Context: an optimization exercise on an open-source flow, tuned for small area. The choices shown serve that exercise and are no tape-out recipe. Only simulation tests tie the RTL to the original design; equivalence was not proved. Power and IR drop assume default switching activity.

## the previous run
Design acio_core, start of the top module:
module acio_core (
    input             clk,
    input             rst,             
    input             cmd_valid,
    output            cmd_ready,
    input      [31:0] cmd_word,
    input      [31:0] cmd_data,
    output            resp_valid,
    output     [7:0]  resp_code,
    output     [31:0] resp_rdata,
    input             ch_present,
    input      [15:0] ch_avail,
    input      [7:0]  ch_rdata,
    output            ch_rd,
    output            ch_open,
    output     [31:0] ch_baud,
    output            ch_close,
    output            ch_discard,
    output            ch_wr,
    output     [7:0]  ch_wdata,
    output            ch_flush,
    input             ch_flush_done,
    output            ring_wr,
    input      [31:0] now
);
For scale: about 2800 cells after synthesis, roughly 1400 flip-flops, about 210 I/O pins, about 0.037 mm² of cells after synthesis.
==> flow/config.mk <==
export PLATFORM = sky130hd
export DESIGN_NAME = acio_core
export DESIGN_NICKNAME = acio_core
export VERILOG_FILES = /design/flow/design.v
export SDC_FILE = /design/flow/constraint.sdc
export NUM_CORES = 4
export LEC_CHECK = 0
export CAP_MARGIN = 20
export CORE_MARGIN = 2
export CORE_UTILIZATION = 70
export CTS_CLUSTER_DIAMETER = 60
export CTS_CLUSTER_SIZE = 30
export SLEW_MARGIN = 20
==> flow/constraint.sdc <==
create_clock -name core_clock -period 40.0 [get_ports {clk}]
set_input_delay 8.0000 -clock core_clock [delete_from_list [all_inputs] [get_ports {clk}]]
set_output_delay 8.0000 -clock core_clock [all_outputs]
set_load 0.01 [all_outputs]
standard.sh (not shown) runs the stock make flow with config.mk's settings and CLKGATE_MAP_FILE= SYNTH_SCRIPT=/design/flow/synth_recipe.tcl, a recipe that flattens the netlist after the stock synthesis.
==> flow/flow/run.sh <==
#!/bin/bash
# Own layout flow: the standard ORFS flow (standard.sh) unchanged, with
# two settings passed to it:
#  - every port still gets its own buffer, but of the smallest buffer cell
#    (buffer_ports -buffer_cell sky130_fd_sc_hd__buf_1);
#  - clock tree synthesis clusters up to 30 sinks within 60 um and inserts
#    no dummy loads.
# The whole make output goes to standard_flow.log in the work folder; each
# ORFS tool writes its own log under orfs/logs/.
set -euo pipefail
export BUFFER_PORTS_ARGS="-buffer_cell sky130_fd_sc_hd__buf_1"
export CTS_ARGS="-sink_clustering_enable -repair_clock_nets -sink_clustering_size 30 -sink_clustering_max_diameter 60 -dont_use_dummy_load"
bash standard.sh > standard_flow.log 2>&1
Looking at the reports, the previous run completed the entire flow and the layout it produced met the timing, DRC and antenna checks.
Modified inputs, the current run compared to the previous run
-- flow/design.v --
<<< the previous run, line 340
            rx_len     <= 6'd0;
            hdr_armed  <= 1'b0;
        end else begin
            tc <= tc + 8'd1;
>>> the current run, line 340
            rx_len     <= 6'd0;
            hdr_armed  <= 1'b0;
            rbank      <= 1'b0;
        end else begin
            tc <= tc + 8'd1;
Findings:
- Relative to the previous run, fraction of met2 tracks used by global routing has increased by 2.8 points in the current run.
- Area taken by flip-flops and latches delta (the previous run -> the current run): insignificant
- The number of buffers and inverters on the critical path was comparable across the current run and the previous run.
- The previous run -> the current run: number of buffers between clock root and the deepest sink delta 0, exact match
- Delta (the current run minus the previous run): met2 wire length rose by 1300 µm; worst hold slack grew by 0.018 ns; minimum setup slack after placement increased by 0.089 ns relative to the old numbers.
- Core utilization of the previous run is on par with the current run.
- Setup slack: the current run more than the previous run
- Between the current run and the previous run, the difference in sequential power share is negligible.
- The current run: full flow OK, the timing, DRC and antenna checks passed
- Compared with the previous run, the current run shows a routed metal-1 wirelength that is about 0.55% lower.
- On relative area change from synthesis to final layout, the current run and the previous run are neck and neck.
- The portion of the layout cell area used by clock cells of the current run and that of the previous run are within noise of each other.
- Synthesized cell count shrinks slightly when moving from the previous run to the current run.

--- another note on this design; it stands on its own ---

Setup of yarrow:
==> flow/design.v (excerpt) <==
module acio_core (
    input             clk,
    input             rst,             
    input             cmd_valid,
    output            cmd_ready,
    input      [31:0] cmd_word,
    input      [31:0] cmd_data,
    output            resp_valid,
    output     [7:0]  resp_code,
    output     [31:0] resp_rdata,
    input             ch_present,
    input      [15:0] ch_avail,
    input      [7:0]  ch_rdata,
    output            ch_rd,
    output            ch_open,
    output     [31:0] ch_baud,
    output            ch_close,
    output            ch_discard,
    output            ch_wr,
    output     [7:0]  ch_wdata,
    output            ch_flush,
    input             ch_flush_done,
    output            ring_wr,
    input      [31:0] now
);
Size in the first run: ~3000 cells after synthesis, roughly 1400 flip-flops, roughly 210 I/O pins, ~39000 um^2 of cells after synthesis.
Settings: LEC_CHECK=0, CAP_MARGIN=20, CORE_MARGIN=2, CORE_UTILIZATION=60, CTS_BUF_LIST=sky130_fd_sc_hd__clkbuf_4, SLEW_MARGIN=20; clock period 40.0 ns.
run.sh (not shown) runs the stock make flow with config.mk's settings and CLKGATE_MAP_FILE= SYNTH_SCRIPT=/design/flow/synth_recipe.tcl, a recipe that flattens the netlist after the stock synthesis.
yarrow: flow completed, timing, DRC and antenna clean
[inputs] harbor vs yarrow
diff --git a/flow/config.mk b/flow/config.mk
--- a/flow/config.mk
+++ b/flow/config.mk
@@ -9,4 +9,3 @@
 export CORE_MARGIN = 2
-export CORE_UTILIZATION = 60
-export CTS_BUF_LIST = sky130_fd_sc_hd__clkbuf_4
+export CORE_UTILIZATION = 40
 export SLEW_MARGIN = 20
### Flow results
harbor | status: complete | timing, DRC, antenna: pass
In harbor the final period demand of the worst path turned out 0.48 ns higher than in yarrow.
Max global-route usage across harbor and yarrow: yarrow
Against yarrow as the reference, harbor delivers a lower largest clock skew in the final design.
Reported leakage power: harbor lower than yarrow
Compared with yarrow, harbor shows a lower worst setup slack.
Final weighted congestion in routability-driven placement: yarrow vs harbor, no meaningful difference
Going from yarrow to harbor, the amount of wire on met3 after detailed routing was found to have gone down by 6.1%.
Final wirelength, harbor and yarrow: smaller value in harbor
Power (harbor over yarrow): increase, about 5.5%

-- what the ideal ports hide --
No port has a modelled driver above. Below, the same layouts with a new extraction and two added sets of constraints. Step 1 (the two cells are an assumption about what drives the block):
set clk [get_ports {clk}]
set_driving_cell -lib_cell sky130_fd_sc_hd__clkbuf_16 $clk
set_driving_cell -lib_cell sky130_fd_sc_hd__buf_2 [delete_from_list [all_inputs] $clk]
Step 2 times the ports against the registers' clock, not the clock port: input delays grow and output delays shrink by t, the midpoint of the rising clock arrivals with the driver on. a / b / c = no drivers / after step 1 / after step 2; a / b = the first two.
run	t (ns)	setup WS [ns]	worst setup path at the end	clock arrival spread, ns	worst data-port slew with drivers (ns)
the previous run	0.669	21.855 / 21.822 / 21.822	input to output	0.141 / 0.141	0.05
the current run	0.684	21.970 / 21.946 / 21.946	input to output	0.114 / 0.113	0.07
yarrow	1.123	20.975 / 20.950 / 20.950	input to output	0.137 / 0.137	0.08
harbor	0.740	20.499 / 20.476 / 20.476	input to output	0.060 / 0.061	0.06
After both steps setup and hold are still met in every run listed. The setup slack of the previous run, which loses most, moves by -0.033 ns with the drivers and by -0.033 ns with both steps.
